This is an optimization exercise on Yosys and OpenROAD, whose aim is a short achievable clock period and few clock cycles per item, not a production implementation.
No run shown here included a check of the RTL's function; only the layout flow was run.
In every run shown here, the design's own scripts or RTL, not TritonCTS, make the clock network.
No driver is modelled on the clock port, so clock power and skew are understated where the tree is cut down; a real chip needs a root buffer or a tree.
Power figures rest on the tool's default switching activity, not on a simulated workload.

==> flow/config.mk <==
export PLATFORM = sky130hd
export DESIGN_NAME = dnp3_tx
export DESIGN_NICKNAME = dnp3_tx
export VERILOG_FILES = /design/flow/design.v
export SDC_FILE = /design/flow/constraint.sdc
export NUM_CORES = 4
export LEC_CHECK = 0
export ABC_CLOCK_PERIOD_IN_PS = 2500
export CAP_MARGIN = 20
export CORE_MARGIN = 2
export CORE_UTILIZATION = 55
export PLACE_DENSITY = 0.65
export SLEW_MARGIN = 20
==> flow/constraint.sdc <==
create_clock -name core_clock -period 8.0 [get_ports {clk}]
set_input_delay 1.6000 -clock core_clock [delete_from_list [all_inputs] [get_ports {clk}]]
set_output_delay 1.6000 -clock core_clock [all_outputs]
set_load 0.01 [all_outputs]
==> flow/design.v <==
module dnp3_tx (
    input  wire        clk,
    input  wire        rst,
    input  wire        cmd_valid,
    output wire        cmd_ready,
    input  wire [7:0]  cmd_plen,    
    input  wire [7:0]  cmd_ctrl,    
    input  wire [15:0] cmd_dst,     
    input  wire [15:0] cmd_src,     
    input  wire        in_valid,
    output wire        in_ready,
    input  wire [31:0] in_data,
    output wire        out_valid,
    input  wire        out_ready,
    output wire [31:0] out_data,
    output wire        out_last,
    output reg         done_valid,
    output reg  [3:0]  done_err,
    output reg  [8:0]  done_len
);
    localparam [3:0] E_OK      = 4'd0,
                     E_LENGTH  = 4'd1,
                     E_RANGE   = 4'd6,
                     E_BADFNC  = 4'd8,
                     E_ADDRESS = 4'd9;
    localparam IFD = 4;               
    localparam IQA = 1;               
    localparam IQD = 1 << IQA;
    localparam PFA = 4;               
    localparam PFD = 1 << PFA;        
    function [15:0] crc_s1;
        input [15:0] x;
        begin
            crc_s1[0] = x[3] ^ x[4] ^ x[5] ^ x[8];
            crc_s1[1] = x[0] ^ x[4] ^ x[5] ^ x[6] ^ x[9];
            crc_s1[2] = x[0] ^ x[1] ^ x[5] ^ x[6] ^ x[7] ^ x[10];
            crc_s1[3] = x[0] ^ x[1] ^ x[2] ^ x[3] ^ x[4] ^ x[5] ^ x[6] ^ x[7] ^ x[11];
            crc_s1[4] = x[0] ^ x[1] ^ x[2] ^ x[6] ^ x[7] ^ x[12];
            crc_s1[5] = x[1] ^ x[2] ^ x[4] ^ x[5] ^ x[7] ^ x[13];
            crc_s1[6] = x[0] ^ x[2] ^ x[4] ^ x[6] ^ x[14];
            crc_s1[7] = x[1] ^ x[3] ^ x[5] ^ x[7] ^ x[15];
            crc_s1[8] = x[2] ^ x[3] ^ x[5] ^ x[6];
            crc_s1[9] = x[0] ^ x[3] ^ x[4] ^ x[6] ^ x[7];
            crc_s1[10] = x[0] ^ x[1] ^ x[3] ^ x[7];
            crc_s1[11] = x[1] ^ x[2] ^ x[3] ^ x[5];
            crc_s1[12] = x[0] ^ x[2] ^ x[3] ^ x[4] ^ x[6];
            crc_s1[13] = x[0] ^ x[1] ^ x[3] ^ x[4] ^ x[5] ^ x[7];
            crc_s1[14] = x[1] ^ x[2] ^ x[3] ^ x[6];
            crc_s1[15] = x[2] ^ x[3] ^ x[4] ^ x[7];
        end
    endfunction
    function [15:0] crc_d1;
        input [7:0] x;
        begin
            crc_d1[0] = x[3] ^ x[4] ^ x[5];
            crc_d1[1] = x[0] ^ x[4] ^ x[5] ^ x[6];
            crc_d1[2] = x[0] ^ x[1] ^ x[5] ^ x[6] ^ x[7];
            crc_d1[3] = x[0] ^ x[1] ^ x[2] ^ x[3] ^ x[4] ^ x[5] ^ x[6] ^ x[7];
            crc_d1[4] = x[0] ^ x[1] ^ x[2] ^ x[6] ^ x[7];
            crc_d1[5] = x[1] ^ x[2] ^ x[4] ^ x[5] ^ x[7];
            crc_d1[6] = x[0] ^ x[2] ^ x[4] ^ x[6];
            crc_d1[7] = x[1] ^ x[3] ^ x[5] ^ x[7];
            crc_d1[8] = x[2] ^ x[3] ^ x[5] ^ x[6];
            crc_d1[9] = x[0] ^ x[3] ^ x[4] ^ x[6] ^ x[7];
            crc_d1[10] = x[0] ^ x[1] ^ x[3] ^ x[7];
            crc_d1[11] = x[1] ^ x[2] ^ x[3] ^ x[5];
            crc_d1[12] = x[0] ^ x[2] ^ x[3] ^ x[4] ^ x[6];
            crc_d1[13] = x[0] ^ x[1] ^ x[3] ^ x[4] ^ x[5] ^ x[7];
            crc_d1[14] = x[1] ^ x[2] ^ x[3] ^ x[6];
            crc_d1[15] = x[2] ^ x[3] ^ x[4] ^ x[7];
        end
    endfunction
    function [15:0] crc_s2;
        input [15:0] x;
        begin
            crc_s2[0] = x[1] ^ x[5] ^ x[6] ^ x[7] ^ x[11] ^ x[12] ^ x[13];
            crc_s2[1] = x[0] ^ x[2] ^ x[6] ^ x[7] ^ x[8] ^ x[12] ^ x[13] ^ x[14];
            crc_s2[2] = x[0] ^ x[1] ^ x[3] ^ x[7] ^ x[8] ^ x[9] ^ x[13] ^ x[14] ^ x[15];
            crc_s2[3] = x[0] ^ x[2] ^ x[4] ^ x[5] ^ x[6] ^ x[7] ^ x[8] ^ x[9] ^ x[10] ^ x[11] ^ x[12] ^ x[13] ^ x[14] ^ x[15];
            crc_s2[4] = x[3] ^ x[8] ^ x[9] ^ x[10] ^ x[14] ^ x[15];
            crc_s2[5] = x[1] ^ x[4] ^ x[5] ^ x[6] ^ x[7] ^ x[9] ^ x[10] ^ x[12] ^ x[13] ^ x[15];
            crc_s2[6] = x[0] ^ x[1] ^ x[2] ^ x[8] ^ x[10] ^ x[12] ^ x[14];
            crc_s2[7] = x[1] ^ x[2] ^ x[3] ^ x[9] ^ x[11] ^ x[13] ^ x[15];
            crc_s2[8] = x[0] ^ x[1] ^ x[2] ^ x[3] ^ x[4] ^ x[5] ^ x[6] ^ x[7] ^ x[10] ^ x[11] ^ x[13] ^ x[14];
            crc_s2[9] = x[0] ^ x[1] ^ x[2] ^ x[3] ^ x[4] ^ x[5] ^ x[6] ^ x[7] ^ x[8] ^ x[11] ^ x[12] ^ x[14] ^ x[15];
            crc_s2[10] = x[2] ^ x[3] ^ x[4] ^ x[8] ^ x[9] ^ x[11] ^ x[15];
            crc_s2[11] = x[0] ^ x[1] ^ x[3] ^ x[4] ^ x[6] ^ x[7] ^ x[9] ^ x[10] ^ x[11] ^ x[13];
            crc_s2[12] = x[1] ^ x[2] ^ x[4] ^ x[5] ^ x[7] ^ x[8] ^ x[10] ^ x[11] ^ x[12] ^ x[14];
            crc_s2[13] = x[0] ^ x[2] ^ x[3] ^ x[5] ^ x[6] ^ x[8] ^ x[9] ^ x[11] ^ x[12] ^ x[13] ^ x[15];
            crc_s2[14] = x[3] ^ x[4] ^ x[5] ^ x[9] ^ x[10] ^ x[11] ^ x[14];
            crc_s2[15] = x[0] ^ x[4] ^ x[5] ^ x[6] ^ x[10] ^ x[11] ^ x[12] ^ x[15];
        end
    endfunction
    function [15:0] crc_d2;
        input [15:0] x;
        begin
            crc_d2[0] = x[1] ^ x[5] ^ x[6] ^ x[7] ^ x[11] ^ x[12] ^ x[13];
            crc_d2[1] = x[0] ^ x[2] ^ x[6] ^ x[7] ^ x[8] ^ x[12] ^ x[13] ^ x[14];
            crc_d2[2] = x[0] ^ x[1] ^ x[3] ^ x[7] ^ x[8] ^ x[9] ^ x[13] ^ x[14] ^ x[15];
            crc_d2[3] = x[0] ^ x[2] ^ x[4] ^ x[5] ^ x[6] ^ x[7] ^ x[8] ^ x[9] ^ x[10] ^ x[11] ^ x[12] ^ x[13] ^ x[14] ^ x[15];
            crc_d2[4] = x[3] ^ x[8] ^ x[9] ^ x[10] ^ x[14] ^ x[15];
            crc_d2[5] = x[1] ^ x[4] ^ x[5] ^ x[6] ^ x[7] ^ x[9] ^ x[10] ^ x[12] ^ x[13] ^ x[15];
            crc_d2[6] = x[0] ^ x[1] ^ x[2] ^ x[8] ^ x[10] ^ x[12] ^ x[14];
            crc_d2[7] = x[1] ^ x[2] ^ x[3] ^ x[9] ^ x[11] ^ x[13] ^ x[15];
            crc_d2[8] = x[0] ^ x[1] ^ x[2] ^ x[3] ^ x[4] ^ x[5] ^ x[6] ^ x[7] ^ x[10] ^ x[11] ^ x[13] ^ x[14];
            crc_d2[9] = x[0] ^ x[1] ^ x[2] ^ x[3] ^ x[4] ^ x[5] ^ x[6] ^ x[7] ^ x[8] ^ x[11] ^ x[12] ^ x[14] ^ x[15];
            crc_d2[10] = x[2] ^ x[3] ^ x[4] ^ x[8] ^ x[9] ^ x[11] ^ x[15];
            crc_d2[11] = x[0] ^ x[1] ^ x[3] ^ x[4] ^ x[6] ^ x[7] ^ x[9] ^ x[10] ^ x[11] ^ x[13];
            crc_d2[12] = x[1] ^ x[2] ^ x[4] ^ x[5] ^ x[7] ^ x[8] ^ x[10] ^ x[11] ^ x[12] ^ x[14];
            crc_d2[13] = x[0] ^ x[2] ^ x[3] ^ x[5] ^ x[6] ^ x[8] ^ x[9] ^ x[11] ^ x[12] ^ x[13] ^ x[15];
            crc_d2[14] = x[3] ^ x[4] ^ x[5] ^ x[9] ^ x[10] ^ x[11] ^ x[14];
            crc_d2[15] = x[0] ^ x[4] ^ x[5] ^ x[6] ^ x[10] ^ x[11] ^ x[12] ^ x[15];
        end
    endfunction
    function [15:0] crc_s3;
        input [15:0] x;
        begin
            crc_s3[0] = x[4] ^ x[5] ^ x[6] ^ x[7] ^ x[9] ^ x[13] ^ x[14] ^ x[15];
            crc_s3[1] = x[5] ^ x[6] ^ x[7] ^ x[8] ^ x[10] ^ x[14] ^ x[15];
            crc_s3[2] = x[6] ^ x[7] ^ x[8] ^ x[9] ^ x[11] ^ x[15];
            crc_s3[3] = x[0] ^ x[4] ^ x[5] ^ x[6] ^ x[8] ^ x[10] ^ x[12] ^ x[13] ^ x[14] ^ x[15];
            crc_s3[4] = x[0] ^ x[1] ^ x[4] ^ x[11];
            crc_s3[5] = x[0] ^ x[1] ^ x[2] ^ x[4] ^ x[6] ^ x[7] ^ x[9] ^ x[12] ^ x[13] ^ x[14] ^ x[15];
            crc_s3[6] = x[1] ^ x[2] ^ x[3] ^ x[4] ^ x[6] ^ x[8] ^ x[9] ^ x[10];
            crc_s3[7] = x[0] ^ x[2] ^ x[3] ^ x[4] ^ x[5] ^ x[7] ^ x[9] ^ x[10] ^ x[11];
            crc_s3[8] = x[0] ^ x[1] ^ x[3] ^ x[7] ^ x[8] ^ x[9] ^ x[10] ^ x[11] ^ x[12] ^ x[13] ^ x[14] ^ x[15];
            crc_s3[9] = x[1] ^ x[2] ^ x[4] ^ x[8] ^ x[9] ^ x[10] ^ x[11] ^ x[12] ^ x[13] ^ x[14] ^ x[15];
            crc_s3[10] = x[2] ^ x[3] ^ x[4] ^ x[6] ^ x[7] ^ x[10] ^ x[11] ^ x[12];
            crc_s3[11] = x[0] ^ x[3] ^ x[6] ^ x[8] ^ x[9] ^ x[11] ^ x[12] ^ x[14] ^ x[15];
            crc_s3[12] = x[0] ^ x[1] ^ x[4] ^ x[7] ^ x[9] ^ x[10] ^ x[12] ^ x[13] ^ x[15];
            crc_s3[13] = x[1] ^ x[2] ^ x[5] ^ x[8] ^ x[10] ^ x[11] ^ x[13] ^ x[14];
            crc_s3[14] = x[2] ^ x[3] ^ x[4] ^ x[5] ^ x[7] ^ x[11] ^ x[12] ^ x[13];
            crc_s3[15] = x[3] ^ x[4] ^ x[5] ^ x[6] ^ x[8] ^ x[12] ^ x[13] ^ x[14];
        end
    endfunction
    function [15:0] crc_d3;
        input [23:0] x;
        begin
            crc_d3[0] = x[4] ^ x[5] ^ x[6] ^ x[7] ^ x[9] ^ x[13] ^ x[14] ^ x[15] ^ x[19] ^ x[20] ^ x[21];
            crc_d3[1] = x[5] ^ x[6] ^ x[7] ^ x[8] ^ x[10] ^ x[14] ^ x[15] ^ x[16] ^ x[20] ^ x[21] ^ x[22];
            crc_d3[2] = x[6] ^ x[7] ^ x[8] ^ x[9] ^ x[11] ^ x[15] ^ x[16] ^ x[17] ^ x[21] ^ x[22] ^ x[23];
            crc_d3[3] = x[0] ^ x[4] ^ x[5] ^ x[6] ^ x[8] ^ x[10] ^ x[12] ^ x[13] ^ x[14] ^ x[15] ^ x[16] ^ x[17] ^ x[18] ^ x[19] ^ x[20] ^ x[21] ^ x[22] ^ x[23];
            crc_d3[4] = x[0] ^ x[1] ^ x[4] ^ x[11] ^ x[16] ^ x[17] ^ x[18] ^ x[22] ^ x[23];
            crc_d3[5] = x[0] ^ x[1] ^ x[2] ^ x[4] ^ x[6] ^ x[7] ^ x[9] ^ x[12] ^ x[13] ^ x[14] ^ x[15] ^ x[17] ^ x[18] ^ x[20] ^ x[21] ^ x[23];
            crc_d3[6] = x[1] ^ x[2] ^ x[3] ^ x[4] ^ x[6] ^ x[8] ^ x[9] ^ x[10] ^ x[16] ^ x[18] ^ x[20] ^ x[22];
            crc_d3[7] = x[0] ^ x[2] ^ x[3] ^ x[4] ^ x[5] ^ x[7] ^ x[9] ^ x[10] ^ x[11] ^ x[17] ^ x[19] ^ x[21] ^ x[23];
            crc_d3[8] = x[0] ^ x[1] ^ x[3] ^ x[7] ^ x[8] ^ x[9] ^ x[10] ^ x[11] ^ x[12] ^ x[13] ^ x[14] ^ x[15] ^ x[18] ^ x[19] ^ x[21] ^ x[22];
            crc_d3[9] = x[1] ^ x[2] ^ x[4] ^ x[8] ^ x[9] ^ x[10] ^ x[11] ^ x[12] ^ x[13] ^ x[14] ^ x[15] ^ x[16] ^ x[19] ^ x[20] ^ x[22] ^ x[23];
            crc_d3[10] = x[2] ^ x[3] ^ x[4] ^ x[6] ^ x[7] ^ x[10] ^ x[11] ^ x[12] ^ x[16] ^ x[17] ^ x[19] ^ x[23];
            crc_d3[11] = x[0] ^ x[3] ^ x[6] ^ x[8] ^ x[9] ^ x[11] ^ x[12] ^ x[14] ^ x[15] ^ x[17] ^ x[18] ^ x[19] ^ x[21];
            crc_d3[12] = x[0] ^ x[1] ^ x[4] ^ x[7] ^ x[9] ^ x[10] ^ x[12] ^ x[13] ^ x[15] ^ x[16] ^ x[18] ^ x[19] ^ x[20] ^ x[22];
            crc_d3[13] = x[1] ^ x[2] ^ x[5] ^ x[8] ^ x[10] ^ x[11] ^ x[13] ^ x[14] ^ x[16] ^ x[17] ^ x[19] ^ x[20] ^ x[21] ^ x[23];
            crc_d3[14] = x[2] ^ x[3] ^ x[4] ^ x[5] ^ x[7] ^ x[11] ^ x[12] ^ x[13] ^ x[17] ^ x[18] ^ x[19] ^ x[22];
            crc_d3[15] = x[3] ^ x[4] ^ x[5] ^ x[6] ^ x[8] ^ x[12] ^ x[13] ^ x[14] ^ x[18] ^ x[19] ^ x[20] ^ x[23];
        end
    endfunction
    function [15:0] crc_s4;
        input [15:0] x;
        begin
            crc_s4[0] = x[1] ^ x[2] ^ x[3] ^ x[4] ^ x[5] ^ x[12] ^ x[13] ^ x[14] ^ x[15];
            crc_s4[1] = x[2] ^ x[3] ^ x[4] ^ x[5] ^ x[6] ^ x[13] ^ x[14] ^ x[15];
            crc_s4[2] = x[3] ^ x[4] ^ x[5] ^ x[6] ^ x[7] ^ x[14] ^ x[15];
            crc_s4[3] = x[0] ^ x[1] ^ x[2] ^ x[3] ^ x[6] ^ x[7] ^ x[8] ^ x[12] ^ x[13] ^ x[14];
            crc_s4[4] = x[5] ^ x[7] ^ x[8] ^ x[9] ^ x[12];
            crc_s4[5] = x[0] ^ x[1] ^ x[2] ^ x[3] ^ x[4] ^ x[5] ^ x[6] ^ x[8] ^ x[9] ^ x[10] ^ x[12] ^ x[14] ^ x[15];
            crc_s4[6] = x[0] ^ x[6] ^ x[7] ^ x[9] ^ x[10] ^ x[11] ^ x[12] ^ x[14];
            crc_s4[7] = x[0] ^ x[1] ^ x[7] ^ x[8] ^ x[10] ^ x[11] ^ x[12] ^ x[13] ^ x[15];
            crc_s4[8] = x[3] ^ x[4] ^ x[5] ^ x[8] ^ x[9] ^ x[11] ^ x[15];
            crc_s4[9] = x[0] ^ x[4] ^ x[5] ^ x[6] ^ x[9] ^ x[10] ^ x[12];
            crc_s4[10] = x[2] ^ x[3] ^ x[4] ^ x[6] ^ x[7] ^ x[10] ^ x[11] ^ x[12] ^ x[14] ^ x[15];
            crc_s4[11] = x[1] ^ x[2] ^ x[7] ^ x[8] ^ x[11] ^ x[14];
            crc_s4[12] = x[2] ^ x[3] ^ x[8] ^ x[9] ^ x[12] ^ x[15];
            crc_s4[13] = x[3] ^ x[4] ^ x[9] ^ x[10] ^ x[13];
            crc_s4[14] = x[0] ^ x[1] ^ x[2] ^ x[3] ^ x[10] ^ x[11] ^ x[12] ^ x[13] ^ x[15];
            crc_s4[15] = x[0] ^ x[1] ^ x[2] ^ x[3] ^ x[4] ^ x[11] ^ x[12] ^ x[13] ^ x[14];
        end
    endfunction
    function [15:0] crc_d4;
        input [31:0] x;
        begin
            crc_d4[0] = x[1] ^ x[2] ^ x[3] ^ x[4] ^ x[5] ^ x[12] ^ x[13] ^ x[14] ^ x[15] ^ x[17] ^ x[21] ^ x[22] ^ x[23] ^ x[27] ^ x[28] ^ x[29];
            crc_d4[1] = x[2] ^ x[3] ^ x[4] ^ x[5] ^ x[6] ^ x[13] ^ x[14] ^ x[15] ^ x[16] ^ x[18] ^ x[22] ^ x[23] ^ x[24] ^ x[28] ^ x[29] ^ x[30];
            crc_d4[2] = x[3] ^ x[4] ^ x[5] ^ x[6] ^ x[7] ^ x[14] ^ x[15] ^ x[16] ^ x[17] ^ x[19] ^ x[23] ^ x[24] ^ x[25] ^ x[29] ^ x[30] ^ x[31];
            crc_d4[3] = x[0] ^ x[1] ^ x[2] ^ x[3] ^ x[6] ^ x[7] ^ x[8] ^ x[12] ^ x[13] ^ x[14] ^ x[16] ^ x[18] ^ x[20] ^ x[21] ^ x[22] ^ x[23] ^ x[24] ^ x[25] ^ x[26] ^ x[27] ^ x[28] ^ x[29] ^ x[30] ^ x[31];
            crc_d4[4] = x[5] ^ x[7] ^ x[8] ^ x[9] ^ x[12] ^ x[19] ^ x[24] ^ x[25] ^ x[26] ^ x[30] ^ x[31];
            crc_d4[5] = x[0] ^ x[1] ^ x[2] ^ x[3] ^ x[4] ^ x[5] ^ x[6] ^ x[8] ^ x[9] ^ x[10] ^ x[12] ^ x[14] ^ x[15] ^ x[17] ^ x[20] ^ x[21] ^ x[22] ^ x[23] ^ x[25] ^ x[26] ^ x[28] ^ x[29] ^ x[31];
            crc_d4[6] = x[0] ^ x[6] ^ x[7] ^ x[9] ^ x[10] ^ x[11] ^ x[12] ^ x[14] ^ x[16] ^ x[17] ^ x[18] ^ x[24] ^ x[26] ^ x[28] ^ x[30];
            crc_d4[7] = x[0] ^ x[1] ^ x[7] ^ x[8] ^ x[10] ^ x[11] ^ x[12] ^ x[13] ^ x[15] ^ x[17] ^ x[18] ^ x[19] ^ x[25] ^ x[27] ^ x[29] ^ x[31];
            crc_d4[8] = x[3] ^ x[4] ^ x[5] ^ x[8] ^ x[9] ^ x[11] ^ x[15] ^ x[16] ^ x[17] ^ x[18] ^ x[19] ^ x[20] ^ x[21] ^ x[22] ^ x[23] ^ x[26] ^ x[27] ^ x[29] ^ x[30];
            crc_d4[9] = x[0] ^ x[4] ^ x[5] ^ x[6] ^ x[9] ^ x[10] ^ x[12] ^ x[16] ^ x[17] ^ x[18] ^ x[19] ^ x[20] ^ x[21] ^ x[22] ^ x[23] ^ x[24] ^ x[27] ^ x[28] ^ x[30] ^ x[31];
            crc_d4[10] = x[2] ^ x[3] ^ x[4] ^ x[6] ^ x[7] ^ x[10] ^ x[11] ^ x[12] ^ x[14] ^ x[15] ^ x[18] ^ x[19] ^ x[20] ^ x[24] ^ x[25] ^ x[27] ^ x[31];
            crc_d4[11] = x[1] ^ x[2] ^ x[7] ^ x[8] ^ x[11] ^ x[14] ^ x[16] ^ x[17] ^ x[19] ^ x[20] ^ x[22] ^ x[23] ^ x[25] ^ x[26] ^ x[27] ^ x[29];
            crc_d4[12] = x[2] ^ x[3] ^ x[8] ^ x[9] ^ x[12] ^ x[15] ^ x[17] ^ x[18] ^ x[20] ^ x[21] ^ x[23] ^ x[24] ^ x[26] ^ x[27] ^ x[28] ^ x[30];
            crc_d4[13] = x[3] ^ x[4] ^ x[9] ^ x[10] ^ x[13] ^ x[16] ^ x[18] ^ x[19] ^ x[21] ^ x[22] ^ x[24] ^ x[25] ^ x[27] ^ x[28] ^ x[29] ^ x[31];
            crc_d4[14] = x[0] ^ x[1] ^ x[2] ^ x[3] ^ x[10] ^ x[11] ^ x[12] ^ x[13] ^ x[15] ^ x[19] ^ x[20] ^ x[21] ^ x[25] ^ x[26] ^ x[27] ^ x[30];
            crc_d4[15] = x[0] ^ x[1] ^ x[2] ^ x[3] ^ x[4] ^ x[11] ^ x[12] ^ x[13] ^ x[14] ^ x[16] ^ x[20] ^ x[21] ^ x[22] ^ x[26] ^ x[27] ^ x[28] ^ x[31];
        end
    endfunction
    function [15:0] crc_ha;
        input [39:0] x;
        begin
            crc_ha[0] = x[3] ^ x[5] ^ x[9] ^ x[10] ^ x[11] ^ x[12] ^ x[13] ^ x[20] ^ x[21] ^ x[22] ^ x[23] ^ x[25] ^ x[29] ^ x[30] ^ x[31] ^ x[35] ^ x[36] ^ x[37] ^ 1'b1;
            crc_ha[1] = x[0] ^ x[4] ^ x[6] ^ x[10] ^ x[11] ^ x[12] ^ x[13] ^ x[14] ^ x[21] ^ x[22] ^ x[23] ^ x[24] ^ x[26] ^ x[30] ^ x[31] ^ x[32] ^ x[36] ^ x[37] ^ x[38];
            crc_ha[2] = x[0] ^ x[1] ^ x[5] ^ x[7] ^ x[11] ^ x[12] ^ x[13] ^ x[14] ^ x[15] ^ x[22] ^ x[23] ^ x[24] ^ x[25] ^ x[27] ^ x[31] ^ x[32] ^ x[33] ^ x[37] ^ x[38] ^ x[39];
            crc_ha[3] = x[1] ^ x[2] ^ x[3] ^ x[5] ^ x[6] ^ x[8] ^ x[9] ^ x[10] ^ x[11] ^ x[14] ^ x[15] ^ x[16] ^ x[20] ^ x[21] ^ x[22] ^ x[24] ^ x[26] ^ x[28] ^ x[29] ^ x[30] ^ x[31] ^ x[32] ^ x[33] ^ x[34] ^ x[35] ^ x[36] ^ x[37] ^ x[38] ^ x[39];
            crc_ha[4] = x[2] ^ x[4] ^ x[5] ^ x[6] ^ x[7] ^ x[13] ^ x[15] ^ x[16] ^ x[17] ^ x[20] ^ x[27] ^ x[32] ^ x[33] ^ x[34] ^ x[38] ^ x[39];
            crc_ha[5] = x[6] ^ x[7] ^ x[8] ^ x[9] ^ x[10] ^ x[11] ^ x[12] ^ x[13] ^ x[14] ^ x[16] ^ x[17] ^ x[18] ^ x[20] ^ x[22] ^ x[23] ^ x[25] ^ x[28] ^ x[29] ^ x[30] ^ x[31] ^ x[33] ^ x[34] ^ x[36] ^ x[37] ^ x[39];
            crc_ha[6] = x[3] ^ x[5] ^ x[7] ^ x[8] ^ x[14] ^ x[15] ^ x[17] ^ x[18] ^ x[19] ^ x[20] ^ x[22] ^ x[24] ^ x[25] ^ x[26] ^ x[32] ^ x[34] ^ x[36] ^ x[38] ^ 1'b1;
            crc_ha[7] = x[4] ^ x[6] ^ x[8] ^ x[9] ^ x[15] ^ x[16] ^ x[18] ^ x[19] ^ x[20] ^ x[21] ^ x[23] ^ x[25] ^ x[26] ^ x[27] ^ x[33] ^ x[35] ^ x[37] ^ x[39] ^ 1'b1;
            crc_ha[8] = x[0] ^ x[3] ^ x[7] ^ x[11] ^ x[12] ^ x[13] ^ x[16] ^ x[17] ^ x[19] ^ x[23] ^ x[24] ^ x[25] ^ x[26] ^ x[27] ^ x[28] ^ x[29] ^ x[30] ^ x[31] ^ x[34] ^ x[35] ^ x[37] ^ x[38];
            crc_ha[9] = x[0] ^ x[1] ^ x[4] ^ x[8] ^ x[12] ^ x[13] ^ x[14] ^ x[17] ^ x[18] ^ x[20] ^ x[24] ^ x[25] ^ x[26] ^ x[27] ^ x[28] ^ x[29] ^ x[30] ^ x[31] ^ x[32] ^ x[35] ^ x[36] ^ x[38] ^ x[39];
            crc_ha[10] = x[1] ^ x[2] ^ x[3] ^ x[10] ^ x[11] ^ x[12] ^ x[14] ^ x[15] ^ x[18] ^ x[19] ^ x[20] ^ x[22] ^ x[23] ^ x[26] ^ x[27] ^ x[28] ^ x[32] ^ x[33] ^ x[35] ^ x[39] ^ 1'b1;
            crc_ha[11] = x[2] ^ x[4] ^ x[5] ^ x[9] ^ x[10] ^ x[15] ^ x[16] ^ x[19] ^ x[22] ^ x[24] ^ x[25] ^ x[27] ^ x[28] ^ x[30] ^ x[31] ^ x[33] ^ x[34] ^ x[35] ^ x[37] ^ 1'b1;
            crc_ha[12] = x[3] ^ x[5] ^ x[6] ^ x[10] ^ x[11] ^ x[16] ^ x[17] ^ x[20] ^ x[23] ^ x[25] ^ x[26] ^ x[28] ^ x[29] ^ x[31] ^ x[32] ^ x[34] ^ x[35] ^ x[36] ^ x[38];
            crc_ha[13] = x[0] ^ x[4] ^ x[6] ^ x[7] ^ x[11] ^ x[12] ^ x[17] ^ x[18] ^ x[21] ^ x[24] ^ x[26] ^ x[27] ^ x[29] ^ x[30] ^ x[32] ^ x[33] ^ x[35] ^ x[36] ^ x[37] ^ x[39] ^ 1'b1;
            crc_ha[14] = x[1] ^ x[3] ^ x[7] ^ x[8] ^ x[9] ^ x[10] ^ x[11] ^ x[18] ^ x[19] ^ x[20] ^ x[21] ^ x[23] ^ x[27] ^ x[28] ^ x[29] ^ x[33] ^ x[34] ^ x[35] ^ x[38] ^ 1'b1;
            crc_ha[15] = x[2] ^ x[4] ^ x[8] ^ x[9] ^ x[10] ^ x[11] ^ x[12] ^ x[19] ^ x[20] ^ x[21] ^ x[22] ^ x[24] ^ x[28] ^ x[29] ^ x[30] ^ x[34] ^ x[35] ^ x[36] ^ x[39];
        end
    endfunction
    function [15:0] crc_hb;
        input [7:0] x;
        begin
            crc_hb[0] = x[0] ^ x[1] ^ x[4] ^ x[6] ^ x[7];
            crc_hb[1] = x[0] ^ x[1] ^ x[2] ^ x[5] ^ x[7];
            crc_hb[2] = x[0] ^ x[1] ^ x[2] ^ x[3] ^ x[6];
            crc_hb[3] = x[2] ^ x[3] ^ x[6];
            crc_hb[4] = x[1] ^ x[3] ^ x[6];
            crc_hb[5] = x[0] ^ x[1] ^ x[2] ^ x[6];
            crc_hb[6] = x[0] ^ x[2] ^ x[3] ^ x[4] ^ x[6];
            crc_hb[7] = x[0] ^ x[1] ^ x[3] ^ x[4] ^ x[5] ^ x[7];
            crc_hb[8] = x[0] ^ x[2] ^ x[5] ^ x[7];
            crc_hb[9] = x[1] ^ x[3] ^ x[6];
            crc_hb[10] = x[0] ^ x[1] ^ x[2] ^ x[6];
            crc_hb[11] = x[2] ^ x[3] ^ x[4] ^ x[6];
            crc_hb[12] = x[0] ^ x[3] ^ x[4] ^ x[5] ^ x[7];
            crc_hb[13] = x[0] ^ x[1] ^ x[4] ^ x[5] ^ x[6];
            crc_hb[14] = x[2] ^ x[4] ^ x[5];
            crc_hb[15] = x[0] ^ x[3] ^ x[5] ^ x[6];
        end
    endfunction
    function [3:0] header_err;
        input [7:0]  c;
        input [15:0] dst;
        input [15:0] src;
        reg          fnc_ok, fcv_req;
        begin
            fnc_ok  = c[6] ? (c[3:0] == 4'd0 || c[3:0] == 4'd1 || c[3:0] == 4'd2 ||
                              c[3:0] == 4'd3 || c[3:0] == 4'd4 || c[3:0] == 4'd9)
                           : (c[3:0] == 4'd0 || c[3:0] == 4'd1 || c[3:0] == 4'd11);
            fcv_req = (c[3:0] == 4'd2) || (c[3:0] == 4'd3);
            if (!fnc_ok)                        header_err = E_BADFNC;
            else if (c[6] && (c[4] != fcv_req)) header_err = E_RANGE;
            else if (!c[6] && c[5])             header_err = E_RANGE;
            else if (src == 16'hFFFF)           header_err = E_ADDRESS;
            else if (dst == src)                header_err = E_ADDRESS;
            else                                header_err = E_OK;
        end
    endfunction
    reg rst_r;
    always @(posedge clk) rst_r <= rst;
    wire rst_any = rst | rst_r;
    reg        cmd_ready_r;
    reg        c1_v;
    reg [7:0]  c1_p, c1_c;
    reg [15:0] c1_d, c1_s;
    assign cmd_ready = cmd_ready_r;
    always @(posedge clk) begin
        c1_v <= !rst && cmd_valid && cmd_ready_r;
        c1_p <= cmd_plen;
        c1_c <= cmd_ctrl;
        c1_d <= cmd_dst;
        c1_s <= cmd_src;
    end
    wire        c1_w    = c1_v && !rst_r;
    wire [7:0]  c1_len  = c1_p + 8'd5;
    wire [4:0]  c1_pblk = {1'b0, c1_p[7:4]} + {4'd0, (c1_p[3:0] != 4'd0)};
    wire [8:0]  c1_p10  = {1'b0, c1_p} + 9'd10;      
    wire [3:0]  c1_err  = (c1_p > 8'd250) ? E_LENGTH : header_err(c1_c, c1_d, c1_s);
    wire        c1_ok   = (c1_err == E_OK);
    wire [6:0]  c1_nb   = {1'b0, c1_p[7:2]} + {6'd0, (c1_p[1:0] != 2'd0)};
    wire [15:0] c1_hs   = crc_ha({c1_s, c1_d, c1_c}) ^ crc_hb(c1_len);    
    reg [93:0]  iq_mem [0:IQD-1];
    reg [IQA-1:0] iq_wr, iq_rd;
    reg [IQA:0] iq_cnt;
    reg [IQA:0] iq_free;              
    reg         iq_ne;
    wire        iq_pop;
    always @(posedge clk) begin
        if (c1_w)
            iq_mem[iq_wr] <= {c1_hs, c1_s, c1_d, c1_c, c1_len, (c1_p == 8'd0), c1_nb, c1_ok,
                              c1_err, c1_p10, c1_pblk, 1'b0, c1_p[1:0]};
    end
    wire [IQA:0] iq_free_n = iq_free - {{IQA{1'b0}}, c1_v} + {{IQA{1'b0}}, iq_pop};
    wire [IQA:0] iq_cnt_n  = iq_cnt + {{IQA{1'b0}}, c1_w} - {{IQA{1'b0}}, iq_pop};
    always @(posedge clk) begin
        if (rst_r) begin
            iq_wr  <= {IQA{1'b0}};
            iq_rd  <= {IQA{1'b0}};
            iq_cnt <= {(IQA+1){1'b0}};
            iq_ne  <= 1'b0;
        end else begin
            if (c1_w) iq_wr <= iq_wr + 1'b1;
            if (iq_pop) iq_rd <= iq_rd + 1'b1;
            iq_cnt <= iq_cnt_n;
            iq_ne  <= (iq_cnt_n != 0);
        end
        if (rst_any) begin
            iq_free     <= IQD;
            cmd_ready_r <= 1'b1;
        end else begin
            iq_free     <= iq_free_n;
            cmd_ready_r <= (iq_free_n > {{IQA{1'b0}}, cmd_ready_r});
        end
    end
    reg        in_ready_r;
    assign in_ready = in_ready_r;
    wire       in_fire = !rst && in_valid && in_ready_r;
    reg [31:0] if_mem [0:IFD-1];
    reg [1:0]  if_wr, if_rd;
    reg        if_ne;
    reg [2:0]  if_cnt;
    reg [2:0]  if_free;               
    wire       if_pop;
    wire [2:0] if_cnt_n  = if_cnt + {2'd0, in_fire} - {2'd0, if_pop};
    wire [2:0] if_free_n = if_free - {2'd0, in_fire} + {2'd0, if_pop};
    always @(posedge clk) begin
        if (in_fire) if_mem[if_wr] <= in_data;
        if (rst_any) begin
            if_wr      <= 2'd0;
            if_rd      <= 2'd0;
            if_cnt     <= 3'd0;
            if_ne      <= 1'b0;
            if_free    <= IFD;
            in_ready_r <= 1'b1;
        end else begin
            if (in_fire) if_wr <= if_wr + 2'd1;
            if (if_pop) if_rd <= if_rd + 2'd1;
            if_cnt     <= if_cnt_n;
            if_ne      <= (if_cnt_n != 3'd0);
            if_free    <= if_free_n;
            in_ready_r <= (if_free_n != 3'd0);
        end
    end
    wire [93:0] iq_h     = iq_mem[iq_rd];
    wire [15:0] iqh_hs   = iq_h[93:78];
    wire [15:0] iqh_src  = iq_h[77:62];
    wire [15:0] iqh_dst  = iq_h[61:46];
    wire [7:0]  iqh_ctrl = iq_h[45:38];
    wire [7:0]  iqh_len  = iq_h[37:30];
    wire        iqh_zp   = iq_h[29];
    wire [6:0]  iqh_nb   = iq_h[28:22];
    wire        iqh_ok   = iq_h[21];
    wire [3:0]  iqh_err  = iq_h[20:17];
    wire [8:0]  iqh_p10  = iq_h[16:8];
    wire [5:0]  iqh_pb2  = iq_h[7:2];
    wire [1:0]  iqh_pm   = iq_h[1:0];
    localparam [1:0] IP_CMD = 2'd0, IP_HDR = 2'd1, IP_PAY = 2'd2;
    reg  [1:0]  ip;
    reg         cur_ok, cur_last;
    reg  [6:0]  cur_rem;
    reg  [3:0]  cur_err;
    reg  [8:0]  cur_tlen;
    reg  [1:0]  cur_pm, cur_bib;
    reg  [PFD-1:0] pf_cred;           
    wire        cred_ok = pf_cred[0];
    wire pf_pop;
    wire go_cmd  = (ip == IP_CMD) && iq_ne && cred_ok;
    wire go_hdr  = (ip == IP_HDR) && cred_ok;
    wire beat    = (ip == IP_PAY) && if_ne && (!cur_ok || cred_ok);
    wire issue   = (go_cmd && iqh_ok) || go_hdr || (beat && cur_ok);
    wire ld_cur  = (go_cmd && !iqh_ok) || go_hdr;
    assign iq_pop = ld_cur;
    assign if_pop = beat;
    wire [31:0] if_h = if_mem[if_rd];
    reg         s2_v, s2_first, s2_end, s2_last;
    reg  [1:0]  s2_k;                 
    reg  [31:0] s2_d;
    reg  [15:0] s2_dx;                
    reg  [15:0] if_dx;
    always @(*) begin
        case (cur_last ? cur_pm : 2'd0)
            2'd1:    if_dx = crc_d1(if_h[7:0]);
            2'd2:    if_dx = crc_d2(if_h[15:0]);
            2'd3:    if_dx = crc_d3(if_h[23:0]);
            default: if_dx = crc_d4(if_h);
        endcase
    end
    always @(posedge clk) begin
        s2_dx <= (ip == IP_PAY) ? if_dx : iqh_hs;
        case (ip)
            IP_CMD: begin
                s2_d     <= {iqh_ctrl, iqh_len, 8'h64, 8'h05};
                s2_first <= 1'b1;
                s2_end   <= 1'b0;
                s2_last  <= 1'b0;
                s2_k     <= 2'd0;
            end
            IP_HDR: begin
                s2_d     <= {iqh_src, iqh_dst};
                s2_first <= 1'b1;
                s2_end   <= 1'b1;
                s2_last  <= iqh_zp;
                s2_k     <= 2'd0;
            end
            default: begin
                s2_d     <= if_h;
                s2_first <= (cur_bib == 2'd0);
                s2_end   <= (cur_bib == 2'd3) || cur_last;
                s2_last  <= cur_last;
                s2_k     <= cur_last ? cur_pm : 2'd0;
            end
        endcase
        if (rst_r) begin
            ip      <= IP_CMD;
            s2_v    <= 1'b0;
            pf_cred <= {PFD{1'b1}};
        end else begin
            s2_v    <= issue;
            if (issue && !pf_pop)
                pf_cred <= {1'b0, pf_cred[PFD-1:1]};
            else if (pf_pop && !issue)
                pf_cred <= {pf_cred[PFD-2:0], 1'b1};
            if (go_cmd)
                ip <= iqh_ok ? IP_HDR : ((iqh_nb == 7'd0) ? IP_CMD : IP_PAY);
            else if (go_hdr)
                ip <= iqh_zp ? IP_CMD : IP_PAY;
            else if (beat && cur_last)
                ip <= IP_CMD;
        end
        if (ld_cur) begin
            cur_ok   <= iqh_ok;
            cur_rem  <= iqh_nb;
            cur_last <= (iqh_nb == 7'd1);
            cur_err  <= iqh_err;
            cur_tlen <= iqh_ok ? (iqh_p10 + {3'd0, iqh_pb2}) : 9'd0;
            cur_pm   <= iqh_pm;
            cur_bib  <= 2'd0;
        end else if (beat) begin
            cur_rem  <= cur_rem - 7'd1;
            cur_last <= (cur_rem == 7'd2);
            cur_bib  <= cur_bib + 2'd1;
        end
        if (rst_any)
            done_valid <= 1'b0;
        else
            done_valid <= (go_cmd && !iqh_ok && iqh_nb == 7'd0) || (go_hdr && iqh_zp) ||
                          (beat && cur_last);
        done_err <= (ip == IP_PAY) ? cur_err  : iqh_err;
        done_len <= (ip == IP_PAY) ? cur_tlen : ((ip == IP_HDR) ? 9'd10 : 9'd0);
    end
    reg  [15:0] acc;
    reg         s3_v, s3_end, s3_last;
    reg  [1:0]  s3_k;
    reg  [31:0] s3_d;
    wire [15:0] acc_in = s2_first ? 16'd0 : acc;
    reg  [15:0] acc_s;
    always @(*) begin
        case (s2_k)
            2'd1:    acc_s = crc_s1(acc_in);
            2'd2:    acc_s = crc_s2(acc_in);
            2'd3:    acc_s = crc_s3(acc_in);
            default: acc_s = crc_s4(acc_in);
        endcase
    end
    always @(posedge clk) begin
        s3_v    <= s2_v && !rst_r;
        s3_end  <= s2_end;
        s3_last <= s2_last;
        s3_k    <= s2_k;
        s3_d    <= s2_d;
        if (s2_v) acc <= acc_s ^ s2_dx;
    end
    wire [15:0] crc_o = ~acc;
    reg  [49:0] chunk;
    always @(*) begin
        if (!s3_end)
            chunk = {1'b0, 1'b0, 16'd0, s3_d};
        else if (!s3_last)
            chunk = {1'b0, 1'b1, crc_o, s3_d};
        else case (s3_k)
            2'd1:    chunk = {1'b1, 1'b0, 24'd0, crc_o, s3_d[7:0]};
            2'd2:    chunk = {1'b1, 1'b0, 16'd0, crc_o, s3_d[15:0]};
            2'd3:    chunk = {1'b1, 1'b1, 8'd0,  crc_o, s3_d[23:0]};
            default: chunk = {1'b1, 1'b1,        crc_o, s3_d};
        endcase
    end
    reg         s4_v;
    reg  [49:0] s4_c;
    always @(posedge clk) begin
        s4_v <= s3_v && !rst_r;
        s4_c <= chunk;
    end
    reg  [49:0]  pf_mem [0:PFD-1];
    reg  [PFD-1:0] pf_wr, pf_rd1;     
    reg  [PFD-1:0] pf_cnt;            
    wire         pf_hv = pf_cnt[0];                  
    wire         pf_c0 = !pf_cnt[0];                 
    wire         pf_c1 = pf_cnt[0] && !pf_cnt[1];    
    reg  [49:0]  pf_h;
    wire         pf_push = s4_v;
    reg  [49:0]  pf_nx;
    integer      j;
    always @(*) begin
        pf_nx = 50'd0;
        for (j = 0; j < PFD; j = j + 1)
            pf_nx = pf_nx | (pf_rd1[j] ? pf_mem[j] : 50'd0);
    end
    always @(posedge clk) begin
        for (j = 0; j < PFD; j = j + 1)
            if (pf_push && pf_wr[j]) pf_mem[j] <= s4_c;
        if (pf_push && (pf_pop ? pf_c1 : pf_c0))
            pf_h <= s4_c;
        else if (pf_pop)
            pf_h <= pf_nx;
        if (rst_r) begin
            pf_wr  <= {{(PFD-1){1'b0}}, 1'b1};
            pf_rd1 <= {{(PFD-2){1'b0}}, 2'b10};
            pf_cnt <= {PFD{1'b0}};
        end else begin
            if (pf_push) pf_wr  <= {pf_wr[PFD-2:0], pf_wr[PFD-1]};
            if (pf_pop)  pf_rd1 <= {pf_rd1[PFD-2:0], pf_rd1[PFD-1]};
            if (pf_push && !pf_pop)
                pf_cnt <= {pf_cnt[PFD-2:0], 1'b1};
            else if (pf_pop && !pf_push)
                pf_cnt <= {1'b0, pf_cnt[PFD-1:1]};
        end
    end
    reg         pc2, pc4;   
    reg         pl;         
    reg  [31:0] pend;
    reg         up_rdy;     
    wire        take    = up_rdy && !pc4 && pf_hv;
    wire        emit    = (up_rdy && pc4) || take;
    wire        ck_last = pf_h[49];
    wire        ck_wide = pf_h[48];
    assign pf_pop = take;
    wire [31:0] e_d = pc4 ? pend : (pc2 ? {pf_h[15:0], pend[15:0]} : pf_h[31:0]);
    wire        e_l = pc4 ? pl : (ck_last && !pc2 && !ck_wide);
    always @(posedge clk) begin
        if (take)
            pend <= pc2 ? pf_h[47:16] : {16'd0, pf_h[47:32]};
        if (rst_r) begin
            pc2 <= 1'b0;
            pc4 <= 1'b0;
            pl  <= 1'b0;
        end else if (up_rdy && pc4) begin
            pc4 <= 1'b0;
        end else if (take) begin
            if (ck_last) begin
                pc2 <= 1'b0;
                pc4 <= pc2 || ck_wide;
                pl  <= 1'b1;
            end else begin
                pc2 <= pc2 ^ ck_wide;
                pc4 <= pc2 & ck_wide;
                pl  <= 1'b0;
            end
        end
    end
    reg         o_v, k_v;
    reg  [32:0] o_q, o_hd, k_q;
    assign out_valid = o_v;
    assign out_data  = o_q[31:0];
    assign out_last  = o_q[32];
    wire        o_free = !o_v || out_ready;
    wire [32:0] o_new  = k_v ? k_q : {e_l, e_d};
    always @(posedge clk) begin
        if (o_free)
            o_hd <= o_new;
        if (rst_any)
            o_q <= 33'd0;
        else
            o_q <= o_free ? o_new : o_hd;
        if (!k_v)
            k_q <= {e_l, e_d};
        if (rst_any) begin
            o_v    <= 1'b0;
            k_v    <= 1'b0;
            up_rdy <= 1'b0;
        end else begin
            o_v    <= !o_free || k_v || emit;
            k_v    <= !o_free && (k_v || emit);
            up_rdy <= !(!o_free && (k_v || emit));
        end
    end
endmodule
==> flow/flow/run.sh <==
#!/bin/bash
# The standard layout (standard.sh), with three changes to how it is made:
#  - the setup repair aims further below the clock period (SETUP_SLACK_MARGIN),
#  - the ports are buffered with buf_4 cells,
#  - the clock tree is built by flow/mcts.tcl (a balanced two-level tree of
#    clkbuf_16 cells: four root buffers on the clock port, each driving the
#    leaf buffers of its part of the die) in place of TritonCTS; it also
#    places each flip-flop that drives an output port next to its port buffer.
# The whole ORFS output goes to standard.log in this folder.
set -e
here=$(pwd)
export SETUP_SLACK_MARGIN=6
export BUFFER_PORTS_ARGS="-buffer_cell sky130_fd_sc_hd__buf_4"
export PRE_CTS_TCL=$here/flow/mcts.tcl
export MCTS_LEAF=24
export MCTS_ROOTS=4
bash standard.sh > standard.log 2>&1
==> flow/flow/mcts.tcl <==
set mcts_leaf  [expr {[info exists ::env(MCTS_LEAF)] ? $::env(MCTS_LEAF) : 24}]
set mcts_roots [expr {[info exists ::env(MCTS_ROOTS)] ? $::env(MCTS_ROOTS) : 4}]
set mcts_db    [ord::get_db]
set mcts_block [ord::get_db_block]
set mcts_clk   [$mcts_block findNet clk]
set mcts_buf   [$mcts_db findMaster sky130_fd_sc_hd__clkbuf_16]

proc mcts_center {inst} {
  set bb [$inst getBBox]
  return [list [expr {([$bb xMin] + [$bb xMax]) / 2}] [expr {([$bb yMin] + [$bb yMax]) / 2}]]
}

# split a list of {x y item} into k groups of near-equal size, compact:
# recursive bisection across the longer side of the group's bounding box
proc mcts_split {items k} {
  set n [llength $items]
  if {$k <= 1 || $n <= 1} { return [list $items] }
  set xs {}; set ys {}
  foreach it $items { lappend xs [lindex $it 0]; lappend ys [lindex $it 1] }
  set w [expr {[tcl::mathfunc::max {*}$xs] - [tcl::mathfunc::min {*}$xs]}]
  set h [expr {[tcl::mathfunc::max {*}$ys] - [tcl::mathfunc::min {*}$ys]}]
  set axis [expr {$w >= $h ? 0 : 1}]
  set sorted [lsort -integer -index $axis $items]
  set k1 [expr {$k / 2}]
  set n1 [expr {int(round(double($n) * $k1 / $k))}]
  return [concat [mcts_split [lrange $sorted 0 [expr {$n1 - 1}]] $k1] \
                 [mcts_split [lrange $sorted $n1 end] [expr {$k - $k1}]]]
}

proc mcts_centroid {items} {
  set sx 0; set sy 0
  foreach it $items { incr sx [lindex $it 0]; incr sy [lindex $it 1] }
  set n [llength $items]
  return [list [expr {$sx / $n}] [expr {$sy / $n}]]
}

# Place each flip-flop that drives an output port's buffer next to that
# buffer, so its output wire is short; detailed placement legalizes them.
set mcts_moved 0
if {![info exists ::env(MCTS_MOVE_OUT)] || $::env(MCTS_MOVE_OUT)} {
  foreach bt [$mcts_block getBTerms] {
    if {[$bt getIoType] != "OUTPUT"} { continue }
    set net [$bt getNet]
    if {$net == "NULL" || $net == ""} { continue }
    set drv ""
    foreach it [$net getITerms] { if {[$it isOutputSignal]} { set drv $it } }
    if {$drv == ""} { continue }
    set buf [$drv getInst]
    set ff ""
    foreach it [$buf getITerms] {
      if {[$it isInputSignal]} {
        set n2 [$it getNet]
        if {$n2 == "NULL" || $n2 == ""} { continue }
        foreach it2 [$n2 getITerms] { if {[$it2 isOutputSignal]} { set ff [$it2 getInst] } }
      }
    }
    if {$ff == ""} { continue }
    if {![string match "*__*df*" [[$ff getMaster] getName]]} { continue }
    set loc [$buf getLocation]
    $ff setLocation [lindex $loc 0] [lindex $loc 1]
    incr mcts_moved
  }
}
puts "mcts: moved $mcts_moved output flip-flops next to their port buffers"

set mcts_sinks {}
foreach it [$mcts_clk getITerms] {
  lappend mcts_sinks [concat [mcts_center [$it getInst]] [list $it]]
}
set mcts_n [llength $mcts_sinks]
set mcts_k [expr {int(ceil(double($mcts_n) / $mcts_leaf))}]
puts "mcts: $mcts_n sinks, $mcts_k leaf buffers, $mcts_roots root buffers"

set mcts_leaves {}
set li 0
foreach grp [mcts_split $mcts_sinks $mcts_k] {
  set c [mcts_centroid $grp]
  set inst [odb::dbInst_create $mcts_block $mcts_buf "mcts_leaf_$li"]
  set w [[$inst getMaster] getWidth]
  $inst setLocation [expr {[lindex $c 0] - $w / 2}] [lindex $c 1]
  $inst setPlacementStatus PLACED
  set net [odb::dbNet_create $mcts_block "mcts_l$li"]
  $net setSigType CLOCK
  [$inst findITerm X] connect $net
  foreach s $grp {
    set it [lindex $s 2]
    $it disconnect
    $it connect $net
  }
  lappend mcts_leaves [list [lindex $c 0] [lindex $c 1] $inst]
  incr li
}

set ri 0
foreach grp [mcts_split $mcts_leaves $mcts_roots] {
  set c [mcts_centroid $grp]
  set inst [odb::dbInst_create $mcts_block $mcts_buf "mcts_root_$ri"]
  set w [[$inst getMaster] getWidth]
  $inst setLocation [expr {[lindex $c 0] - $w / 2}] [lindex $c 1]
  $inst setPlacementStatus PLACED
  set net [odb::dbNet_create $mcts_block "mcts_r$ri"]
  $net setSigType CLOCK
  [$inst findITerm X] connect $net
  [$inst findITerm A] connect $mcts_clk
  foreach l $grp {
    [[lindex $l 2] findITerm A] connect $net
  }
  incr ri
}
$mcts_clk setSigType CLOCK

# the tree is built: the flow's call to TritonCTS does nothing else
rename clock_tree_synthesis mcts_unused_cts
proc clock_tree_synthesis {args} {
  puts "mcts: clock tree built by hand; TritonCTS skipped"
  set_propagated_clock [all_clocks]
}
==> flow/standard.sh <==
#!/bin/bash
# synth_recipe.tcl (not shown) runs the flow's synth.tcl, then flattens the netlist and writes it again
# the make line also repeats each setting of config.mk as NAME=value (left out here)
make -C /OpenROAD-flow-scripts/flow DESIGN_CONFIG=/design/flow/config.mk WORK_HOME=/design/flow/orfs CLKGATE_MAP_FILE= SYNTH_SCRIPT=/design/flow/synth_recipe.tcl "${@:-finish}"
==> flow_metrics.tcl, run 1 <==
set metrics [dict create \
    via_per_inst 6.16 \
    track_usage_pct 30.7 \
    synth-edff-count 1231 \
    tns_ns 0 \
    rr_endpoint "s2_dx[5]$_DFF_P_" \
    vias 39600 \
    crit_path_frequent_cell "xnor2_1" \
    fillCellCount 8239 \
    fmax_mhz 333 \
    clock_skew_ns 0.0434 \
    critPathLaunchType "flip-flop" \
    path_max_fanout 10 \
    cp_slowest_cell "mux4_2" \
    drt-pass1-iter-count 6 \
    crit_path_max_incr_delay_ns 0.57 \
    drive_gt1_share_pct 29.0 \
    synthAdderAreaFrac_pct 0.900 \
    post-route-period-util_pct 37.5 \
    syn_avg_cell_area_um2 15.1 \
    synth_area_um2 66500 \
    grt_pass1_wl_um 272000 \
    whs_path_depth 0 \
    final_core_util_pct 66.4 \
    ys_ff_latch 1632 \
    drv_cap 0 \
    synth_top_family_by_area "XOR/XNOR gates" \
    hold_violations 0 \
    drv_slew 0 \
    grt_max_degree 80 \
    place_ws_ns 3.95 \
    p_per_area_nw_per_um2 244 \
    num_rows 127 \
    outcome "complete, no violations" \
    final_common_cell "edfxtp_1" \
    crit_chain "buf_12 -> mux4_2 -> buf_4 -> xnor2_4 -> buf_12 -> xnor2_1 -> xnor2_1 -> xnor2_1 -> xnor2_1 -> a221oi_2 -> o22ai_1" \
    antenna_found_initial 13 \
    area.growth.synth_to_final_pct 19.9 \
    reg2regPathDepth 11 \
    synthMuxAreaShare_pct 5.03 \
    crit_buf_inv 3 \
    path_class "flip-flop to flip-flop" \
    cp-end-kind "flip-flop" \
    yosys_warnings 2 \
    fp.dieArea_um2 124000 \
    nets 4948 \
    clk_latency_ns 0.55 \
    io_buffers 134 \
    multi_input_area_um2 23500 \
    wl_um 196000 \
    final_antenna_net_count 0 \
    synth.distinct_cells 73 \
    drc 0 \
    arrival_ns 3.40 \
    synthXorXnorAreaFrac_pct 11.2 \
    finalSetupViolCount 0 \
    hp-class "flip-flop to flip-flop" \
    rsz0062_at_grt "yes" \
    hold_end "s3_d[12]$_DFF_P_" \
    register_area_um2 45200 \
    drt_iter0_drc 4578 \
    dp_hpwl_um 108000 \
    die_x_um 352 \
    cp_top_family "XOR/XNOR gates" \
    initial_utilization_pct 55.4 \
    crit_required_ns 8.40 \
    core_um2 120000 \
    yosysSeqAreaShare_pct 67.7 \
    wl_per_cell_um 30.5 \
    layout_common_cells "1231 x edfxtp_1, 390 x xnor2_1, 338 x buf_4" \
    place.gp.congestion 0.925 \
    hold_start "s2_d[12]$_DFF_P_" \
    grt_pass1_vias 38100 \
    synth_compound_area_share_pct 8.47 \
    worstMarginPinSlew_ns 1.14 \
    vdd_drop_max_mv 0.209 \
    synthCells 4411 \
    synth_ff_type "edfxtp_1" \
    yosys.area_share.simple_pct 4.60 \
    slew_headroom_pct 23.4 \
    leakage_nw 27.1 \
    fin_ws_ns 5.00 \
    num_io_pins 135 \
    die_y_um 352 \
    overflow 0 \
    final_period_minus_worst_setup_slack_ns 3.00 \
    cts_hold_buf 0 \
    clkTransAtPathRegs_ns 0.10 \
    async_flop_share_pct 0 \
    timing.reg2reg.setup_slack_ns 5.00 \
    syn_nets 4542 \
]
-- power by group --
group | switching [mW] | internal (mW)
combinational | 2.51 | 2.45
sequential | 0.540 | 9.95
clock | 2.40 | 1.59
total | 5.45 | 14.0
-- kinds of logic after synthesis --
group | count (synthesis)
muxes | 255
DFF | 1632
xor gates and xnor gates | 728
AOI/OAI and AO/OA | 784
adders and majority gates | 46
buffers and inverters | 344
and+or+nand+nor | 622
-- Yosys cell counts (all sizes together), types with 5 or more instances --
cell,n,share of area [%]
or2,6,0.056
o21a,9,0.10
nor2,171,0.97
o211ai,5,0.056
o22a,49,0.65
inv,53,0.30
xnor3,24,0.81
mux2i,110,1.7
a211oi,9,0.10
mux4,51,1.8
a22oi,253,2.9
nand2b,26,0.24
nor3,10,0.075
edfxtp,1231,56
nand3,42,0.32
a21oi,115,0.87
o32ai,5,0.066
mux2,94,1.6
nand4,81,0.76
nor2b,28,0.26
a22o,88,1.2
dfxtp,401,12
o21ai,99,0.75
a31oi,7,0.066
o22ai,29,0.27
a221oi,81,1.1
nor4,5,0.047
clkbuf,216,1.2
xor3,9,0.32
xor2,142,2.0
xnor2,553,8.0
buf,73,0.65
ha,43,0.81
nand2,146,0.82
o221ai,12,0.16
and2,85,0.80
or3,6,0.056
-- state kept, by name, indices dropped and copies added, names as in the netlist, 33 cells and up, named ones only --
| register | count |
|---|---|
| o_hd | 33 |
| k_q | 33 |
| iq_mem | 182 |
| pf_h | 50 |
| pf_mem | 800 |
| o_q | 33 |
| if_mem | 128 |
| s4_c | 50 |
-- metal layers --
layer  vias to the layer above  share of wire (%)  track usage, %
met5                         -              0.012               0
met4                         4                4.9            11.6
met3                       373                7.7            3.51
met2                      1899                 49            51.9
met1                     20100                 39            41.0
li1                      17200                  -               -
-- through the flow --
| step | instance area, um2 | instances | hold slack [ns] | total power, mW |
|---|---|---|---|---|
| after global placement | 70000 | 5941 | 0.311 | 14.3 |
| after global routing | 79700 | 6432 | 0.339 | 20.1 |
| after floorplan | 68100 | 4411 | 0.310 | 13.2 |
| after CTS | 77400 | 6308 | 0.332 | 19.0 |
| after detailed placement | 70000 | 5941 | 0.312 | 14.3 |
| final | 79700 | 6433 | 0.332 | 19.4 |
-- what timing repair did --
item	CTS	global route
setup buffers	269	112
gates resized for setup	600	231
endpoints found under the setup margin	1243	639
pin swaps	149	130
cloned	26	7
-- how the worst max path moves through the flow --
stage / slack (ns) / cells past startpoint / to / start
2_1_floorplan: 4.89 / 10 / in_ready_r$_SDFF_PP1_ / in_valid
3_3_place_gp: 3.93 / 8 / s2_dx[5]$_DFF_P_ / flip-flop
3_5_place_dp: 3.95 / 8 / s2_dx[5]$_DFF_P_ / flip-flop
4_1_cts: 5.01 / 10 / s2_dx[13]$_DFF_P_ / flip-flop
5_1_grt: 4.90 / 11 / s2_dx[2]$_DFF_P_ / flip-flop
6_report: 5.00 / 11 / s2_dx[5]$_DFF_P_ / flip-flop
-- cell type report --
class                           instances  share of cell area, %
Sequential cell                      1632                   56.7
Multi-Input combinational cell       2449                   29.5
Timing Repair Buffer                  607                   8.67
Tap cell                             1612                   2.53
Buffer                                 72                   2.26
Inverter                               55                  0.298
Antenna cell                            6                 0.0188
-- worst reg2reg max path, cell delays in order, from the launching register on --
cell,delay [ns]
dfxtp_4,0.45
buf_12,0.18
mux4_2,0.58
buf_4,0.20
xnor2_4,0.21
buf_12,0.16
xnor2_1,0.08
xnor2_1,0.25
xnor2_1,0.20
xnor2_1,0.14
a221oi_2,0.29
o22ai_1,0.13
==> run 2: changes to the inputs <==
--- a/flow/design.v
+++ b/flow/design.v
@@ -27,5 +27,5 @@
     localparam IQA = 1;               
     localparam IQD = 1 << IQA;
-    localparam PFA = 4;               
+    localparam PFA = 3;               
     localparam PFD = 1 << PFA;        
     function [15:0] crc_s1;
==> run 2 against run 1 <==
  * Fmax decreased by 2.1%
  * Largest cell class unchanged
  * First-iteration DRC count fell by 38%
  * Routed wire length fell by 28%
  * Sequential cell count is 432 lower
  * Synthesized area is 24% lower
  * Sequential share of layout area shrank 5.1 points
  * Global-route usage is 1.9 points lower
  * Highest routed layer unchanged
  * Utilization is 2.6 points higher
  * Register-to-register slack got worse by 0.06 ns
  * Via count is 23% lower
  * Largest power group unchanged
==> flow_metrics.tcl, run 2 <==
set metrics [dict create \
    vias 30400 \
    cp-end-kind "flip-flop" \
    synthCells 3522 \
    fp.dieArea_um2 94200 \
    wl_um 142000 \
    grt_pass1_vias 30000 \
    synth.top_cells.by_count "831 x edfxtp_1, 494 x xnor2_1, 369 x dfxtp_1, 187 x nor2_1, 173 x xor2_1" \
    synthTopCellsByArea "edfxtp_1 49%, dfxtp_1 15%, xnor2_1 8.6%" \
    hold_violations 0 \
    place.gp.congestion 0.905 \
    critPathLaunchType "flip-flop" \
    initial_utilization_pct 55.3 \
    drt-pass1-iter-count 5 \
    ys_ff_latch 1200 \
    synth_ff_type "edfxtp_1" \
    final_antenna_net_count 0 \
    synth-edff-count 831 \
    syn_avg_cell_area_um2 14.3 \
    core_um2 91200 \
    path_class "flip-flop to flip-flop" \
    layout_common_cells "831 x edfxtp_1, 336 x buf_4, 317 x xnor2_1" \
    yosys_warnings 2 \
    fmax_mhz 326 \
    synth_area_leader_cell "edfxtp_1" \
    area.growth.synth_to_final_pct 24.8 \
    via_per_inst 5.90 \
    grt_pass1_wl_um 201000 \
    arrival_ns 3.43 \
    cts_hold_buf 0 \
    p_per_area_nw_per_um2 250 \
    syn_nets 3653 \
    slew_headroom_pct 35.4 \
    overflow 0 \
    final_common_cell "edfxtp_1" \
    leakage_nw 22.3 \
    post-route-period-util_pct 38.3 \
    synth_area_um2 50500 \
    dp_hpwl_um 83800 \
    clkTransAtPathRegs_ns 0.09 \
    fillCellCount 6091 \
    drv_cap 0 \
    async_flop_share_pct 0 \
    final_period_minus_worst_setup_slack_ns 3.06 \
    drc 0 \
    outcome "complete, no violations" \
    track_usage_pct 28.8 \
    num_io_pins 135 \
    placed_cell_area_um2 53500 \
    worstMarginPinSlew_ns 0.969 \
    synth_top_area_share_pct 49.4 \
    io_buffers 134 \
    largest_reg_flops 400 \
    nets 4093 \
    vdd_drop_max_mv 0.220 \
    design_area_um2 63000 \
    yosysSeqAreaShare_pct 64.1 \
    synth.most_common_cell "edfxtp_1" \
    drt_iter0_drc 2842 \
    tns_ns 0 \
    die_y_um 307 \
    die_x_um 307 \
    num_rows 111 \
    final_core_util_pct 69.0 \
    antenna_found_initial 7 \
    wl_per_cell_um 27.6 \
    drv_slew 0 \
    clock_skew_ns 0.0669 \
    registers.top_by_ff_count "pf_mem" \
    drive_gt1_share_pct 35.5 \
    finalSetupViolCount 0 \
    clk_latency_ns 0.49 \
    grt_max_degree 67 \
    synth.distinct_cells 71 \
    path_max_fanout 8 \
    rsz0062_at_grt "yes" \
    hp-class "flip-flop to flip-flop" \
    biggestRegsByFlops "pf_mem: 400 flops, iq_mem: 182 flops, if_mem: 128 flops" \
    crit_required_ns 8.36 \
]
[run 2: area by class of cell]
class | count | area (um2) | area share [%]
multi-input combinational | 2076 | 21200 | 33.7
sequential | 1200 | 32500 | 51.6
timing repair buffer | 581 | 6200 | 9.85
tap | 1186 | 1480 | 2.36
buffer | 54 | 1350 | 2.15
antenna | 2 | 5.00 | 0.00795
inverter | 49 | 218 | 0.346
[run 2: power by group]
part	internal [mW]	switching (mW)	leakage [nW]
clock	1.20	1.74	0.665
combinational	2.55	2.52	11.0
sequential	7.32	0.430	10.6
total	11.1	4.69	22.3
[run 2: logic make-up (layout without fill, tap and decap cells)]
logic type / count (synthesis) / count (layout) / share of synthesized area (%)
AO/OA/AOI/OAI: 541 / 541 / 7.59
XOR/XNOR: 725 / 725 / 14.0
adder cells (fa/ha/maj): 46 / 46 / 1.19
buffers and inverters: 264 / 684 / 2.31
flip-flops: 1200 / 1200 / 64.1
multiplexers: 232 / 232 / 6.11
other: 0 / 2 / 0
AND/OR/NAND/NOR: 514 / 532 / 4.72
[run 2: through the flow]
step                setup WS, ns  total power [mW]  cells  hold slack (ns)
finish                      4.94              15.8   5148            0.334
global placement            4.17              11.4   4662            0.311
detailed placement          4.19              11.4   4662            0.313
global route                4.87              16.3   5146            0.337
floorplan                   4.90              10.4   3522            0.310
CTS                         4.99              15.2   5011            0.333
[run 2: timing repair]
item,4_1_cts,5_1_grt
gates cloned,18,14
pin swaps,175,169
buffers inserted,277,121
gates resized for setup,575,246
setup endpoints to repair,621,830
[run 2: final timing paths]
kind,start,end,slack (ns),cells after the start
setup reg to reg,flip-flop,s2_dx[8]$_DFF_P_,4.94,10
hold / removal,s3_d[2]$_DFF_P_,s4_c[2]$_DFF_P_,0.33,0
hold reg to reg,s3_d[2]$_DFF_P_,s4_c[2]$_DFF_P_,0.33,0
setup / recovery,flip-flop,s2_dx[8]$_DFF_P_,4.94,10
[run 2: metal layers]
| layer | GRT usage, % | part of all wire (%) | vias up |
|---|---|---|---|
| li1 | - | - | 13600 |
| met1 | 39.5 | 41 | 15500 |
| met2 | 50.2 | 50 | 1049 |
| met3 | 1.83 | 5.1 | 210 |
| met4 | 7.42 | 3.7 | 2 |
| met5 | 0 | 0.0091 | - |
[run 2: critical path, stage by stage (launching register included)]
cell and delay [ns]:
dfxtp_4 0.49, buf_16 0.19, mux4_2 0.64, buf_4 0.20
xor2_1 0.19, xnor2_2 0.39, xnor2_2 0.15, xnor2_2 0.16
a221oi_2 0.26, o21ai_1 0.11, o2bb2ai_1 0.14

-- static timing again, ports no longer ideal --
How much do the figures lean on ideal ports? The routed layouts below were timed once more, with nothing changed but the port constraints. Step 1 assumes that a clkbuf_16 drives the clock port and a buf_2 every other input. Step 2 also shifts input and output timing later by t, the mid clock arrival at the registers, as if the neighbouring blocks saw the same clock. Three values: no drivers, after step 1, after step 2; two values: the first two.
run	t, ns	slack for setup (ns)	worst setup path at the end	latest minus earliest clock arrival (ns)	pins driven straight from the clock port
run 1	0.701	4.999 / 4.999 / 4.677	input to register	0.048 / 0.048	4
run 2	0.609	4.936 / 4.936 / 4.650	input to register	0.077 / 0.077	4
After both steps setup and hold are still met in every run listed. The setup slack of run 1, which loses most, moves by 0.000 ns with the drivers and by -0.322 ns with both steps.
